This design comes from an exercise in tuning for small area, a short achievable clock period and few clock cycles per item on the open sky130 flow, not from production work. In this exercise RTL edits were held to simulation tests only and were not proved equivalent to the original. Power is estimated from default activity; no workload was simulated.

## flow/design.v (module list and top-level ports; edited modules follow where they fit)
// module ats_sensor_scan: 5232 lines
module ats_sensor_scan (
    input  wire        clk,
    input  wire        rst,           
    input  wire        start,         
    input  wire [15:0] now,           
    input  wire [7:0]  max_temp,      
    input  wire [7:0]  dis_temp,      
    output reg         ready,
    output reg  [7:0]  adc_en,        
    input  wire [15:0] adc_raw,       
    output reg         done,          
    output wire [63:0] readings,      
    output reg  [7:0]  max_reading,
    output reg         overheat
);
  // ...
==> flow/flow/run.sh <==
#!/bin/bash
# Own flow: the standard layout (standard.sh, unchanged synthesis), with
#  - the port buffers made of plain buffers.
# The whole make output goes to flow.log in the work folder; ORFS keeps each
# step's own log under orfs/logs/.
set -euo pipefail
export SETUP_SLACK_MARGIN="${SETUP_SLACK_MARGIN_OWN:-12}"
export TNS_END_PERCENT=100
export BUFFER_PORTS_ARGS="-buffer_cell sky130_fd_sc_hd__buf_2"
bash standard.sh > flow.log 2>&1
==> flow/standard.sh <==
#!/bin/bash
# synth_recipe.tcl (not shown) runs the flow's synth.tcl, then flattens the netlist and writes it again
# the make line also repeats each setting of config.mk as NAME=value (left out here)
make -C /OpenROAD-flow-scripts/flow DESIGN_CONFIG=/design/flow/config.mk WORK_HOME=/design/flow/orfs CLKGATE_MAP_FILE= SYNTH_SCRIPT=/design/flow/synth_recipe.tcl "${@:-finish}"
==> flow/config.mk <==
export PLATFORM = sky130hd
export DESIGN_NAME = ats_sensor_scan
export DESIGN_NICKNAME = ats_sensor_scan
export VERILOG_FILES = /design/flow/design.v
export SDC_FILE = /design/flow/constraint.sdc
export NUM_CORES = 4
export LEC_CHECK = 0
export CAP_MARGIN = 30
export CORE_MARGIN = 2
export CORE_UTILIZATION = 40
export CTS_CLUSTER_DIAMETER = 150
export CTS_CLUSTER_SIZE = 30
export PLACE_DENSITY = 0.72
export SLEW_MARGIN = 20
==> flow/constraint.sdc <==
create_clock -name core_clock -period 17.0 [get_ports {clk}]
set_input_delay 3.4000 -clock core_clock [delete_from_list [all_inputs] [get_ports {clk}]]
set_output_delay 3.4000 -clock core_clock [all_outputs]
set_load 0.01 [all_outputs]
==> results.ini, run 1 <==
[clock_tree]
numCtsBuffers=13
root_buffer=clkbuf_16
cts_tree=built

[timing]
fin_hold_ws_ns=0.325
fmax_mhz=221
hold_viol=0

[pwr]
seqPwrFrac_pct=54.6
p_seq_w=0.000785
p_int_w=0.000994

[synthesis]
synth-async-reset-ratio_pct=0
syn_area_mm2=0.0139
ys.flop_type=edfxtp_1
synth_cells=1437
synth.distinct_cells=88
yosysTopAreaCell=edfxtp_1
syn-num-nets=1515
synthMuxAreaShare_pct=1.23
synth-edff-count=136
synth-simple-area-share_pct=16.6

[final_layout]
final_common_cell=edfxtp_1
clock_buffers=19
seqCellArea_mm2=0.00679
final_cell_count_no_fill=2001
largest_reg_flops=64
stdcell_area_mm2=0.0155

[placed_design]
dp_slack_ns=11.91
placed_cell_area_mm2=0.0151

[grt]
top_usage_layer=met2

[run_status]
outcome=complete, no violations

[floorplanning]
dieWidth_um=190
ioPinCount=134
rows=68

[detailed_routing]
detail-route-antenna-nets=0

[critical_path]
r2r-start=cnt[0]

Testbench counts, summed over its fixed seeds: cycles 35,208, scans 3,200.
==> run 2: changes to the inputs <==
--- a/flow/design.v
+++ b/flow/design.v
@@ -20,17 +20,16 @@
     localparam [7:0] SHORT_CIRCUIT  = 8'h80;
     localparam [7:0] OTHER_ERROR    = 8'h81;
     localparam [7:0] LIMIT_DISABLED = 8'h80;
     reg  [3:0] cnt;               
     reg        proc;              
     reg  [7:0] chan;              
     reg        wr;                
     reg        fresh;
-    reg        ld;                
     wire accept = start & ready;
     reg  [3:0] cnt_n;
     always @(*) begin
         if (accept)               cnt_n = 4'd1;
         else if (cnt == 4'd11)    cnt_n = 4'd0;
         else if (cnt != 4'd0)     cnt_n = cnt + 4'd1;
         else                      cnt_n = 4'd0;
     end
@@ -38,37 +37,34 @@
     reg [15:0] now_q;             
     reg [15:0] t_prev;            
     reg        g_pend;            
     reg [15:0] g_since;
     reg [7:0]  hi_q, lo_q;
     reg [15:0] raw_q;
     always @(posedge clk) begin
         raw_q <= adc_raw;
-        if (ld) begin
+        if (accept) begin
             now_q  <= now;
             hi_q   <= max_temp;
             lo_q   <= dis_temp;
         end
-        if (cnt == 4'd10)
-            t_prev <= now_q;
+        t_prev <= now_q;
         if (rst) begin
             cnt    <= 4'd0;
             ready  <= 1'b1;
-            ld     <= 1'b1;
             adc_en <= 8'd0;
             proc   <= 1'b0;
             done   <= 1'b0;
             chan   <= 8'd1;
             wr     <= 1'b0;
             fresh  <= 1'b1;
         end else begin
             cnt    <= cnt_n;
             ready  <= ~accept & (ready | (cnt == 4'd10));
-            ld     <= (cnt_n == 4'd0) | (cnt_n == 4'd11);
             adc_en <= (accept | (cnt != 4'd0 && cnt < 4'd8)) ? chan_rd : 8'd0;
             proc   <= (adc_en != 8'd0);
             done   <= (cnt == 4'd10);
             chan   <= {chan[6:0], chan[7]};
             wr     <= proc;
             if (done) fresh <= 1'b0;
         end
     end
@@ -97,19 +93,21 @@
     wire sc_cond = (raw_q > SC_THRESHOLD);
     wire dc_lat  = (rd_old == DISCONNECTED);
     wire sc_lat  = (rd_old == SHORT_CIRCUIT);
     wire [15:0] diff = now_q - ((cnt == 4'd10) ? g_since : t_prev);
     wire [15:0] gap  = diff;
     reg  [6:0]  gap_lo;
     reg         gap_small, gap_wrap;
     always @(posedge clk) begin
-        gap_lo    <= gap[6:0];
-        gap_small <= (gap < TIMEOUT);
-        gap_wrap  <= (gap > 16'd65436);
+        if (cnt == 4'd1) begin
+            gap_lo    <= gap[6:0];
+            gap_small <= (gap < TIMEOUT);
+            gap_wrap  <= (gap > 16'd65436);
+        end
     end
     wire [7:0] wsum = {1'b0, waited} + {1'b0, gap_lo};
     wire expired = gap_small ? (wsum >= 8'd100) :
                    gap_wrap  ? ~wsum[7] :
                                1'b1;
     wire [6:0] elapsed = wsum[6:0];       
     wire dc_lat_n  = dc_lat | (dc_cond & pdc & expired);
     wire sc_lat_n  = sc_lat | (sc_cond & psc & expired);
--- a/flow/config.mk
+++ b/flow/config.mk
@@ -6,9 +6,9 @@
 export NUM_CORES = 4
 export LEC_CHECK = 0
 export CAP_MARGIN = 30
 export CORE_MARGIN = 2
 export CORE_UTILIZATION = 40
 export CTS_CLUSTER_DIAMETER = 150
 export CTS_CLUSTER_SIZE = 30
 export PLACE_DENSITY = 0.72
-export SLEW_MARGIN = 20
+export SLEW_MARGIN = 5
==> results.ini, run 2 <==
[critical_path]
worstPathMaxFanout=2
worstPathCellList=buf_2
cp_top_family=flip-flops
path_buf_inv=1
startpoint_type=flip-flop
cp_data_arrival_time_ns=1.16
max_stage_delay_ns=0.47
r2r_setup_slack_ns=12.61
cp.required_ns=13.60
end_kind=output port
slowest_stage=edfxtp_1
worstSetupPathType=flip-flop to output port
r2r-end=r_q[0]
r2r-start=raw_q[11]
rr_worst_depth=10
cp-startpoint=rd[0][6]

[clock_tree]
cts_max_level=1
hold_buffers=0
clkLatencyLatePin_ns=0.52
numCtsBuffers=13  ; unchanged
clk_pin_slew_ns=0.11
clk_path_buf_depth=3
cts_tree=built
postCtsSetupRepairBufs=0
cts_resized=0
root_buffer=clkbuf_16
cts_sinks=270

[synthesis]
synth_top_area_share_pct=28.2
synth_top_cells_by_area=edfxtp_1 28%, dfxtp_1 21%, o21ai_0 3.5%, a21oi_1 3.4%, nor2_1 2.6%
synth.distinct_cells=82  ; -6.8%
yosysTopAreaCell=edfxtp_1
yosys.cell_count.top_type=dfxtp_1
yosysSeqAreaShare_pct=48.8
yosysWarningCount=5
synthTopCellsByCount=141 x dfxtp_1, 129 x edfxtp_1, 96 x nor2_1, 96 x o21ai_0
synth-async-reset-ratio_pct=0  ; unchanged
synth-edff-count=129  ; -5.1%
syn_area_mm2=0.0137  ; -1.1%
ys.flop_type=dfxtp_1
synth_cells=1425  ; -0.84%
syn-num-nets=1504  ; -0.73%
avgSynthCellArea_um2=9.63
yosys_register_bits=270

[floorplanning]
fp.dieH_um=189
fp.dieArea_mm2=0.0358
dieWidth_um=189  ; -0.56%
ioPinCount=134  ; unchanged
rows=67  ; -1.5%
start_util_pct=40.8
core_mm2=0.0336

[detailed_routing]
vias=13400
detail-route-antenna-nets=0  ; unchanged
drtIter0Drc=2527
vias_per_cell=6.80
wl_per_cell_um=30.5
wl_um=60100
drtPass1Iterations=9
drcViolationCount=0

[worst_hold_path]
worstHoldPathType=flip-flop to flip-flop
hold-path-endpoint=r_wait[1][6]
min_from=r_wait[2][6]
hold_depth=0

[final_layout]
area_growth_pct=11.3
final_common_cell=dfxtp_1
largest_reg_flops=64  ; unchanged
final_cell_count_no_fill=1971  ; -1.5%
nFillCells=3158
drive_above_1_share_pct=14.8
final_cell_mix=139 x dfxtp_1, 135 x buf_2, 129 x edfxtp_1
regMostFlops=rd
reg.largest.list=rd: 64 flops, r_wait: 56 flops
fin_nets=1594

[timing]
rsz0062_at_grt=false
hold_viol=0  ; unchanged
clock_skew_ns=0.0448
tns_ns=0
slew_headroom_pct=25.2
drv_slew=0
period_minus_slack_ns=4.56
tightestPinTransition_ns=1.11
setup-violations-final=0
finalCritPeriodShare_pct=26.8
fmax_mhz=219  ; -0.65%

[pwr]
power.leakage_nw=5.54
power.density_mw_per_mm2=92.1
ir_drop_mv=0.102
power_w=0.00141

[run_status]
outcome=complete, no violations

[placed_design]
dp_cells=1947
dp_hpwl_um=41800
io_buffers=133
place.gp.congestion=1.18

[grt]
grt_start_max_net_pins=55
grt_pass1_vias=12600
grt_pass1_wl_um=86300
grt_antenna_before_repair=2
grt.total_usage_pct=32.7
grt_remaining_overflow=0

[run]
cap_violations=0

[run 2: worst max-delay path by stage]
stage	to	slack (ns)	cells after the start
floorplan	cnt[2]	12.46	5
global placement	cnt[3]	12.08	6
detailed placement	cnt[2]	12.20	7
CTS	readings[29]	12.44	1
global route	readings[6]	12.43	1
finish	readings[6]	12.44	1
[run 2: cell families after synthesis]
group | count (synthesis) | synth area share (%)
compound gates | 475 | 23.6
simple gates | 453 | 16.8
flops | 270 | 48.8
buf+inv | 145 | 4.35
fa+ha+maj | 42 | 3.75
xor+xnor | 22 | 1.40
mux | 18 | 1.32
[run 2: power breakdown]
part           internal, W  leakage, nW  switching [W]
clock             0.000149        0.187       0.000205
combinational    0.0000915         3.00       0.000185
sequential        0.000741         2.35      0.0000342
[run 2: cell type report]
type,instances,area (um^2),area share [%]
inverter,44,165,1.08
tap,448,561,3.67
multi-input combinational,1010,6440,42.2
clock inverter,3,42.5,0.279
antenna,2,5.00,0.0328
clock buffer,18,344,2.25
sequential,270,6700,43.9
timing repair buffer,176,1010,6.62
[run 2: routing by layer]
metal,up-vias,GRT usage (%),wire length (um)
li1,5592,-,-
met1,6395,42.1,22700
met5,-,0,0
met4,0,16.9,3960
met2,1104,48.0,25100
met3,305,12.1,8400
[run 2: stage by stage]
stage          setup slack (ns)  cell area (um^2)  util (%)  hold slack, ns
4_1_cts                   12.44             15300      45.4           0.332
6_report                  12.44             15300      45.4           0.330
5_1_grt                   12.43             15300      45.4           0.343
3_3_place_gp              12.08             14800      44.0           0.311
2_1_floorplan             12.46             13700         -           0.310
3_5_place_dp              12.20             14900      44.2           0.312
Testbench counts of run 2, summed over its fixed seeds: cycles 35,208, scans 3,200.
==> run 3: changes to the inputs <==
--- a/flow/config.mk
+++ b/flow/config.mk
@@ -11,4 +11,4 @@
 export CTS_CLUSTER_DIAMETER = 150
 export CTS_CLUSTER_SIZE = 30
 export PLACE_DENSITY = 0.72
-export SLEW_MARGIN = 5
+export SLEW_MARGIN = 20
==> results.ini, run 3 <==
[synthesis]
yosysTopAreaCell=edfxtp_1
ys.flop_type=dfxtp_1
yosysWarningCount=5  ; unchanged
yosys_register_bits=270  ; unchanged
avgSynthCellArea_um2=9.63  ; unchanged
synth_top_area_share_pct=28.2  ; unchanged
synth-edff-count=129  ; unchanged
synth_top_cells_by_area=edfxtp_1 28%, dfxtp_1 21%, o21ai_0 3.5%, a21oi_1 3.4%, nor2_1 2.6%
synth-async-reset-ratio_pct=0  ; unchanged
syn_area_mm2=0.0137  ; unchanged
synth_cells=1425  ; unchanged
synth.distinct_cells=82  ; unchanged
syn-num-nets=1504  ; unchanged
yosys.cell_count.top_type=dfxtp_1
yosysSeqAreaShare_pct=48.8  ; unchanged
synthTopCellsByCount=141 x dfxtp_1, 129 x edfxtp_1, 96 x nor2_1, 96 x o21ai_0

[floorplanning]
rows=67  ; unchanged
core_mm2=0.0336  ; unchanged
fp.dieH_um=189  ; unchanged
dieWidth_um=189  ; unchanged
start_util_pct=40.8  ; unchanged
fp.dieArea_mm2=0.0358  ; unchanged
ioPinCount=134  ; unchanged

[critical_path]
cp_data_arrival_time_ns=1.17  ; about the same
slowest_stage=edfxtp_1
startpoint_type=flip-flop
worstSetupPathType=flip-flop to output port
end_kind=output port
max_stage_delay_ns=0.47  ; about the same
cp_top_family=flip-flops
cp.required_ns=13.60  ; about the same
worstPathCellList=buf_2
path_buf_inv=1  ; unchanged
worstPathMaxFanout=2  ; unchanged

[timing]
tightestPinTransition_ns=1.08  ; -0.0229 ns
slew_headroom_pct=27.7  ; +2.6 points
fmax_mhz=219  ; -0.27%
period_minus_slack_ns=4.57  ; +0.0122 ns
rsz0062_at_grt=false
tns_ns=0  ; unchanged
finalWorstSetupSlack_ns=12.43  ; -0.0122 ns
clock_skew_ns=0.0395  ; -0.00532 ns
finalCritPeriodShare_pct=26.9  ; +0.072 points
drv_slew=0  ; unchanged
hold_viol=0  ; unchanged
setup-violations-final=0  ; unchanged

[detailed_routing]
wl_um=60700  ; +1.0%
drcViolationCount=0  ; unchanged
vias=13300  ; -0.52%
detail-route-antenna-nets=0  ; unchanged
drtPass1Iterations=9  ; unchanged
drtIter0Drc=2420  ; -4.2%
vias_per_cell=6.76  ; -0.46%
wl_per_cell_um=30.8  ; +1.1%

[final_layout]
area_growth_pct=11.3  ; about the same
fin_nets=1594  ; unchanged
final_cell_mix=139 x dfxtp_1, 135 x buf_2, 129 x edfxtp_1
finish.utilization_pct=45.4  ; about the same
drive_above_1_share_pct=14.8  ; unchanged
largest_reg_flops=64  ; unchanged
reg.largest.list=rd: 64 flops, r_wait: 56 flops
regMostFlops=rd
nFillCells=3234  ; +2.4%
final_common_cell=dfxtp_1

[grt]
grt_pass1_vias=12700  ; +0.50%
grt_antenna_before_repair=1  ; -1
grt_pass1_wl_um=86900  ; +0.75%
grt.total_usage_pct=33.0  ; +0.28 points
grt_remaining_overflow=0  ; unchanged
grt_start_max_net_pins=55  ; unchanged

[pwr]
power.density_mw_per_mm2=92.3  ; +0.26%
power_w=0.00141  ; +0.24%
pwr-share-comb_pct=19.7  ; about the same
swShare_pct=30.3  ; +0.12 points
power.leakage_nw=5.53  ; about the same
power_frac_clock_pct=25.3  ; about the same
p_int_w=0.000982  ; about the same
ir_drop_mv=0.128  ; +25%
seqPwrFrac_pct=55.0  ; about the same
power.switching_w=0.000427  ; +0.65%

[placed_design]
place.gp.congestion=1.18  ; unchanged
io_buffers=133  ; unchanged
dp_slack_ns=12.19  ; -0.00750 ns
dp_hpwl_um=42300  ; +1.0%

[clock_tree]
root_buffer=clkbuf_16
hold_buffers=0  ; unchanged
cts_max_level=1  ; unchanged
cts_sinks=270  ; unchanged
cts_tree=built
clk_path_buf_depth=3  ; unchanged
cts_resized=0  ; unchanged
clk_pin_slew_ns=0.11  ; about the same
clkLatencyLatePin_ns=0.52  ; about the same
numCtsBuffers=13  ; unchanged
postCtsSetupRepairBufs=0  ; unchanged

[run_status]
outcome=complete, no violations

[worst_hold_path]
worstHoldPathType=flip-flop to flip-flop

[run]
cap_violations=0  ; unchanged

run 3: changes by cell type in the layout (fill, tap and decap cells not counted):
cell / before / now
clkbuf_1: 5 / 6
inv_1: 45 / 44
diode_2: 2 / 1
run 3: metrics by stage:
step	instances	hold slack (ns)	instance area [um^2]
CTS	1968	0.337	15300
detailed placement	1947	0.312	14900
floorplan	1425	0.310	13700
global placement	1942	0.311	14800
global route	1969	0.342	15300
finish	1970	0.331	15300
run 3: cell families after synthesis:
family / synth area share, %
buf+inv: 4.35
xor+xnor: 1.40
mux: 1.32
compound gates: 23.6
simple gates: 16.8
flops: 48.8
fa+ha+maj: 3.75
run 3: routing by layer:
metal	track usage [%]	wire [um]	up-vias
met4	17.7	4110	2
met2	48.2	25200	1074
met3	12.4	7980	305
met5	0	12	-
li1	-	-	5603
met1	42.3	23400	6343
run 3: final timing paths:
kind	slack (ns)	depth (start not counted)	end	from
max reg2reg	12.65	10	r_q[0]	raw_q[11]
min	0.33	0	r_wait[1][6]	r_wait[2][6]
min reg2reg	0.33	0	r_wait[1][6]	r_wait[2][6]
max	12.43	1	readings[0]	rd[0][0]
run 3: layout make-up:
class	count	area (um^2)	area share (%)
Antenna cell	1	2.50	0.0164
Clock buffer	19	348	2.28
Clock inverter	2	38.8	0.254
Inverter	44	165	1.08
Multi-Input combinational cell	1010	6440	42.2
Sequential cell	270	6700	43.9
Tap cell	448	561	3.67
Timing Repair Buffer	176	1010	6.62
run 3: power by group through the flow:
stage                     logic, W  registers, W  clock network, W
after CTS                 0.000262      0.000775          0.000364
after floorplan           0.000170      0.000775                 0
after global routing      0.000290      0.000782          0.000386
final                     0.000278      0.000775          0.000356
after detailed placement  0.000260      0.000789                 0
after global placement    0.000259      0.000788                 0
==> run 4: changes to the inputs <==
--- a/flow/config.mk
+++ b/flow/config.mk
@@ -10,5 +10,6 @@
 export CORE_UTILIZATION = 40
 export CTS_CLUSTER_DIAMETER = 150
 export CTS_CLUSTER_SIZE = 30
+export GPL_TIMING_DRIVEN = 0
 export PLACE_DENSITY = 0.72
 export SLEW_MARGIN = 20
==> results.ini, run 4 <==
[detailed_routing]
drtPass1Iterations=6  ; -3
drcViolationCount=0  ; unchanged
wl_per_cell_um=34.9  ; +13%
vias=13900  ; +4.0%
vias_per_cell=6.80  ; +0.47%
detail-route-antenna-nets=0  ; unchanged
wl_um=71100  ; +17%
drtIter0Drc=1975  ; -18%

[synthesis]
synth.distinct_cells=82  ; unchanged
yosysWarningCount=5  ; unchanged
yosysTopAreaCell=edfxtp_1
avgSynthCellArea_um2=9.63  ; unchanged
ys.flop_type=dfxtp_1
synthTopCellsByCount=141 x dfxtp_1, 129 x edfxtp_1, 96 x nor2_1, 96 x o21ai_0
yosys_register_bits=270  ; unchanged
syn-num-nets=1504  ; unchanged
yosysSeqAreaShare_pct=48.8  ; unchanged
syn_area_mm2=0.0137  ; unchanged
synth_top_area_share_pct=28.2  ; unchanged
synth_cells=1425  ; unchanged
synth-edff-count=129  ; unchanged
synth-async-reset-ratio_pct=0  ; unchanged
yosys.cell_count.top_type=dfxtp_1
synth_top_cells_by_area=edfxtp_1 28%, dfxtp_1 21%, o21ai_0 3.5%, a21oi_1 3.4%, nor2_1 2.6%

[critical_path]
worstPathMaxFanout=10  ; +8
cp_data_arrival_time_ns=5.19  ; +4.02 ns
worstSetupPathType=flip-flop to flip-flop
startpoint_type=flip-flop
cp-startpoint=raw_q[6]
path_buf_inv=2  ; +1
cp_top_family=simple AND/OR/NAND/NOR gates
r2r_setup_slack_ns=12.19  ; -0.46 ns
worstPathCellList=buf_2 > o21ai_0 > clkbuf_1 > o211ai_1 > o211ai_1 > nor3_1 > nor4_1 > nand4_1 > or4_1 > nor4_1 > o31ai_1
cp.required_ns=17.38  ; +3.78 ns
slowest_stage=clkbuf_1
end_kind=flip-flop
max_stage_delay_ns=0.72  ; +0.25 ns
crit_path_end=r_q[0]
cp_num_cells=11  ; +10
r2r-start=raw_q[6]
r2r-end=r_q[0]
rr_worst_depth=11  ; +1

[pwr]
swShare_pct=31.4  ; +1.1 points
power.density_mw_per_mm2=92.4  ; +0.15%
power.switching_w=0.000451  ; +5.5%
seqPwrFrac_pct=53.9  ; -1.1 points
pwr-share-comb_pct=21.0  ; +1.3 points
p_int_w=0.000983  ; about the same
power.leakage_nw=5.61  ; +1.4%
power_frac_clock_pct=25.1  ; -0.2 points
ir_drop_mv=0.0944  ; -26%

[final_layout]
drive_above_1_share_pct=15.5  ; +0.68 points
fin_nets=1663  ; +4.3%
regMostFlops=rd
area_growth_pct=13.1
final_cell_count_no_fill=2039  ; +3.5%
largest_reg_flops=64  ; unchanged
stdcell_area_mm2=0.0155  ; +1.6%
final_cell_mix=173 x buf_2, 141 x dfxtp_1, 129 x edfxtp_1
final_common_cell=buf_2
reg.largest.list=rd: 64 flops, r_wait: 56 flops

[clock_tree]
cts_max_level=1  ; unchanged
numCtsBuffers=13  ; unchanged
clkLatencyLatePin_ns=0.52  ; about the same
cts_sinks=270  ; unchanged
clk_path_buf_depth=3  ; unchanged
clk_pin_slew_ns=0.12  ; about the same
cts_tree=built
root_buffer=clkbuf_16

[timing]
clock_skew_ns=0.0266  ; -0.0129 ns
hold_viol=0  ; unchanged
finalCritPeriodShare_pct=28.3  ; +1.4 points
period_minus_slack_ns=4.81  ; +0.237 ns
setup-violations-final=0  ; unchanged
tns_ns=0  ; unchanged
fmax_mhz=208  ; -4.9%
drv_slew=0  ; unchanged
slew_headroom_pct=24.6  ; -3.2 points
tightestPinTransition_ns=1.13  ; +0.0439 ns
rsz0062_at_grt=false

[worst_hold_path]
worstHoldPathType=flip-flop to flip-flop
min_from=r_pdc[2]

[floorplanning]
dieWidth_um=189  ; unchanged
rows=67  ; unchanged
start_util_pct=40.8  ; unchanged
fp.dieH_um=189  ; unchanged
core_mm2=0.0336  ; unchanged
ioPinCount=134  ; unchanged
fp.dieArea_mm2=0.0358  ; unchanged

[run]
cap_violations=0  ; unchanged

[grt]
grt.total_usage_pct=39.2  ; +6.2 points
grt_pass1_vias=13200  ; +4.3%
grt_pass1_wl_um=98900  ; +14%
grt_start_max_net_pins=34  ; -38%
grt_remaining_overflow=0  ; unchanged
grt_antenna_before_repair=1  ; unchanged

[placed_design]
io_buffers=132  ; -0.75%
dp_hpwl_um=54000  ; +28%
dp_cells=2014  ; +3.4%
place.gp.congestion=1.09  ; -7.7%
placed_cell_area_mm2=0.0151  ; +1.4%

[run_status]
outcome=complete, no violations

==> run 4: cells by family (layout without fill, tap and decap cells) <==
kind of cell,Yosys count,count (layout),synth area share (%)
flops,270,270,48.8
fa+ha+maj,42,42,3.75
buf+inv,145,310,4.35
compound gates,475,475,23.6
simple gates,453,453,16.8
xor+xnor,22,22,1.40
other cells,0,1,0
mux,18,18,1.32
==> run 4: layout make-up <==
type	instances	area, um^2
Antenna cell	1	2.50
Buffer	101	434
Clock buffer	19	348
Clock inverter	2	38.8
Fill cell	3169	18100
Inverter	44	165
Multi-Input combinational cell	1010	6520
Sequential cell	270	6700
Tap cell	448	561
Timing Repair Buffer	144	737
==> run 4: through the flow <==
stage / power [W] / setup slack, ns / utilization (%) / hold WS [ns]
6_report: 0.00143 / 12.19 / 46.1 / 0.318
5_1_grt: 0.00148 / 12.25 / 46.1 / 0.338
4_1_cts: 0.00142 / 12.17 / 46.0 / 0.324
3_5_place_dp: 0.00107 / 12.09 / 44.9 / 0.312
3_3_place_gp: 0.00107 / 11.70 / 44.4 / 0.310
2_1_floorplan: 0.000945 / 12.46 / - / 0.310
==> run 4: worst min path at each step <==
stage	to	cells after the start
6_report	r_pdc[1]	0
5_1_grt	r_pdc[1]	0
2_1_floorplan	r_pdc[0]	0
3_3_place_gp	r_wait[4][2]	0
3_5_place_dp	r_pdc[4]	0
4_1_cts	r_psc[2]	0
==> run 4: timing repair <==
item	in CTS	in global routing
gates resized for setup	0	3
setup buffers	0	0
hold buffers	0	0
endpoints found under the setup margin	0	3
==> run 4: layer usage <==
metal	up-vias	GRT usage, %	wire length [um]
met5	-	1.10	54
met4	2	23.7	5470
met3	292	10.3	7610
met2	1074	62.0	31700
met1	6743	47.8	26300
li1	5747	-	-
==> run 4: power by group through the flow <==
stage / clock, W / combinational [W] / sequential, W
after floorplan: 0 / 0.000170 / 0.000775
after global placement: 0 / 0.000282 / 0.000783
after detailed placement: 0 / 0.000283 / 0.000785
after CTS: 0.000363 / 0.000285 / 0.000772
after global routing: 0.000386 / 0.000312 / 0.000778
final: 0.000360 / 0.000301 / 0.000772
==> run 5: changes to the inputs <==
==> flow/flow/run.sh (replaced) <==
#!/bin/bash
# Own flow: the standard layout (standard.sh, unchanged synthesis and
# settings from config.mk), except that the port buffers are plain
# sky130_fd_sc_hd__buf_2 cells (the standard flow picks a delay buffer,
# clkdlybuf4s50_1, which is both larger and slower). Every input and output
# port still gets its buffer. The whole make output goes to flow.log in the
# work folder; ORFS keeps each step's own log under orfs/logs/.
set -euo pipefail
export BUFFER_PORTS_ARGS="-buffer_cell sky130_fd_sc_hd__buf_2"
bash standard.sh > flow.log 2>&1
--- a/flow/config.mk
+++ b/flow/config.mk
@@ -10,6 +10,5 @@
 export CORE_UTILIZATION = 40
 export CTS_CLUSTER_DIAMETER = 150
 export CTS_CLUSTER_SIZE = 30
-export GPL_TIMING_DRIVEN = 0
 export PLACE_DENSITY = 0.72
 export SLEW_MARGIN = 20
==> results.ini, run 5 <==
[run_status]
outcome=complete, no violations

[synthesis]
yosysTopAreaCell=edfxtp_1
synthMuxAreaShare_pct=1.32  ; unchanged
synth-edff-count=129  ; unchanged
yosys.cell_count.top_type=dfxtp_1
synth-simple-area-share_pct=16.8  ; unchanged
synth_cells=1425  ; unchanged
synth-adder-area-share_pct=3.75  ; unchanged
synth.distinct_cells=82  ; unchanged
synth_top_area_share_pct=28.2  ; unchanged
synthTopCellsByCount=141 x dfxtp_1, 129 x edfxtp_1, 96 x nor2_1, 96 x o21ai_0
syn_area_mm2=0.0137  ; unchanged
synth-async-reset-ratio_pct=0  ; unchanged
ys.flop_type=dfxtp_1
synth_top_cells_by_area=edfxtp_1 28%, dfxtp_1 21%, o21ai_0 3.5%, a21oi_1 3.4%, nor2_1 2.6%
yosysSeqAreaShare_pct=48.8  ; unchanged
synth_top_family_by_area=compound AO/OA/AOI/OAI gates
yosys_register_bits=270  ; unchanged
synth_compound_area_share_pct=23.6  ; unchanged
avgSynthCellArea_um2=9.63  ; unchanged
syn-num-nets=1504  ; unchanged
synth_xor_xnor_area_share_pct=1.40  ; unchanged
yosysWarningCount=5  ; unchanged

[final_layout]
reg.largest.list=rd: 64 flops, r_wait: 56 flops
seqCellArea_mm2=0.00670  ; about the same
final_cell_mix=139 x dfxtp_1, 135 x buf_2, 129 x edfxtp_1
area_growth_pct=11.3
final_common_cell=dfxtp_1
drive_above_1_share_pct=14.8  ; -0.68 points
fin_nets=1594  ; -4.1%
multi_input_area_mm2=0.00644  ; -1.2%
regMostFlops=rd
nFillCells=3234  ; +2.1%
largest_reg_flops=64  ; unchanged
finish.utilization_pct=45.4  ; -0.71 points
stdcell_area_mm2=0.0153  ; -1.5%
final_cell_count_no_fill=1970  ; -3.4%

[floorplanning]
core_mm2=0.0336  ; unchanged
start_util_pct=40.8  ; unchanged
rows=67  ; unchanged
ioPinCount=134  ; unchanged
fp.dieArea_mm2=0.0358  ; unchanged
dieWidth_um=189  ; unchanged
fp.dieH_um=189  ; unchanged

[detailed_routing]
wl_per_cell_um=30.8  ; -12%
drtIter0Drc=2420  ; +23%
vias_per_cell=6.76  ; -0.46%
drtPass1Iterations=9  ; +3
wl_um=60700  ; -15%
detail-route-antenna-nets=0  ; unchanged
drcViolationCount=0  ; unchanged
vias=13300  ; -3.8%

[worst_hold_path]
hold_depth=0  ; unchanged
hold-path-endpoint=r_wait[1][6]
worstHoldPathType=flip-flop to flip-flop
min_from=r_wait[2][6]

[clock_tree]
clkLatencyLatePin_ns=0.52  ; about the same
root_buffer=clkbuf_16
clk_pin_slew_ns=0.11  ; about the same
hold_buffers=0  ; unchanged
cts_sinks=270  ; unchanged
postCtsSetupRepairBufs=0  ; unchanged
cts_resized=0  ; unchanged
cts_max_level=1  ; unchanged
numCtsBuffers=13  ; unchanged
clk_path_buf_depth=3  ; unchanged
cts_tree=built

[critical_path]
rr_worst_depth=10  ; -1
path_buf_inv=1  ; -1
max_stage_delay_ns=0.47  ; -0.25 ns
end_kind=output port
r2r-end=r_q[0]
worstPathMaxFanout=2  ; -8
cp_data_arrival_time_ns=1.17  ; -4.02 ns
r2r-start=raw_q[11]
cp.required_ns=13.60  ; -3.78 ns
cp_top_family=flip-flops
r2r_setup_slack_ns=12.65  ; +0.46 ns
worstPathCellList=buf_2
worstSetupPathType=flip-flop to output port
slowest_stage=edfxtp_1
startpoint_type=flip-flop

[grt]
grt_remaining_overflow=0  ; unchanged
grt_antenna_before_repair=1  ; unchanged
grt_pass1_vias=12700  ; -4.2%
grt_pass1_wl_um=86900  ; -12%
grt_start_max_net_pins=55  ; +62%
grt.total_usage_pct=33.0  ; -6.2 points

[pwr]
pwr-share-comb_pct=19.7  ; -1.3 points
swShare_pct=30.3  ; -1.1 points
seqPwrFrac_pct=55.0  ; +1.1 points
ir_drop_mv=0.128  ; +36%
power.leakage_nw=5.53  ; -1.4%
power.switching_w=0.000427  ; -5.2%
p_int_w=0.000982  ; about the same
power.density_mw_per_mm2=92.3  ; -0.15%
power_frac_clock_pct=25.3  ; +0.2 points

[run]
cap_violations=0  ; unchanged

[timing]
clock_skew_ns=0.0395  ; +0.0129 ns
drv_slew=0  ; unchanged
rsz0062_at_grt=false
period_minus_slack_ns=4.57  ; -0.237 ns
setup-violations-final=0  ; unchanged
tightestPinTransition_ns=1.08  ; -0.0439 ns
slew_headroom_pct=27.7  ; +3.2 points
fmax_mhz=219  ; +5.2%
hold_viol=0  ; unchanged
tns_ns=0  ; unchanged
finalCritPeriodShare_pct=26.9  ; -1.4 points

[placed_design]
placed_cell_area_mm2=0.0149  ; -1.4%
dp_hpwl_um=42300  ; -22%
place.gp.congestion=1.18  ; +8.3%
dp_cells=1947  ; -3.3%
io_buffers=133  ; +0.76%

## run 5: worst max-delay path by stage
stage	cells past startpoint	end	startpoint
after floorplan	5	cnt[2]	start
after global placement	6	cnt[3]	start
after detailed placement	7	cnt[2]	start
after CTS	1	readings[0]	rd[0][0]
after global routing	1	readings[6]	rd[0][6]
final	1	readings[0]	rd[0][0]
## run 5: metal layers
layer	vias up	track usage, %	part of all wire (%)
li1	5603	-	-
met1	6343	42.3	39
met2	1074	48.2	41
met3	305	12.4	13
met4	2	17.7	6.8
met5	-	0	0.020
## run 5: cell families (layout without fill, tap and decap cells)
family,after synthesis,in the layout
other cells,0,1
simple gates,453,453
fa+ha+maj,42,42
flops,270,270
buf+inv,145,241
compound gates,475,475
xor+xnor,22,22
mux,18,18
## run 5: cell type report
class	instances	area share [%]
Timing Repair Buffer	176	6.62
Sequential cell	270	43.9
Inverter	44	1.08
Clock buffer	19	2.28
Multi-Input combinational cell	1010	42.2
Clock inverter	2	0.254
Tap cell	448	3.67
Antenna cell	1	0.0164
## run 5: power by group through the flow
stage	registers, W	clock network (W)	logic [W]
2_1_floorplan	0.000775	0	0.000170
6_report	0.000775	0.000356	0.000278
4_1_cts	0.000775	0.000364	0.000262
3_3_place_gp	0.000788	0	0.000259
5_1_grt	0.000782	0.000386	0.000290
3_5_place_dp	0.000789	0	0.000260
## run 5: stage by stage
step	setup WS (ns)	hold WS (ns)	power, W
finish	12.43	0.331	0.00141
global route	12.42	0.342	0.00146
CTS	12.44	0.337	0.00140
detailed placement	12.19	0.312	0.00105
global placement	12.08	0.311	0.00105
floorplan	12.46	0.310	0.000945

## what the ideal ports hide
The results above use ideal ports. As a check the final layouts listed here were re-extracted and re-timed, cells and wires unchanged.
Step 1 sets driving cells, clkbuf_16 on the clock port and buf_2 on the other inputs (assumed; they add their load-dependent delay and slew).
Step 2 adds t to the input delays and takes it off the output delays; t is the mean of the earliest and latest rising clock arrival at the registers after step 1. Input paths then give back, and output paths get back, about the clock's delay inside the block.
a / b / c = ideal / step 1 / step 2; a / b = the first two.
run	shift t [ns]	slack for setup (ns)	latest minus earliest clock arrival (ns)	cell pins on the clock port's net
run 1	0.550	12.470 / 12.427 / 11.949	0.039 / 0.038	1
run 2	0.553	12.440 / 12.384 / 12.200	0.049 / 0.049	1
run 3	0.564	12.428 / 12.370 / 12.209	0.042 / 0.041	1
run 4	0.565	12.191 / 12.191 / 12.082	0.029 / 0.029	1
run 5	0.564	12.428 / 12.370 / 12.209	0.042 / 0.041	1
After both steps setup and hold are still met in every run listed. The setup slack of run 1, which loses most, moves by -0.043 ns with the drivers and by -0.521 ns with both steps.
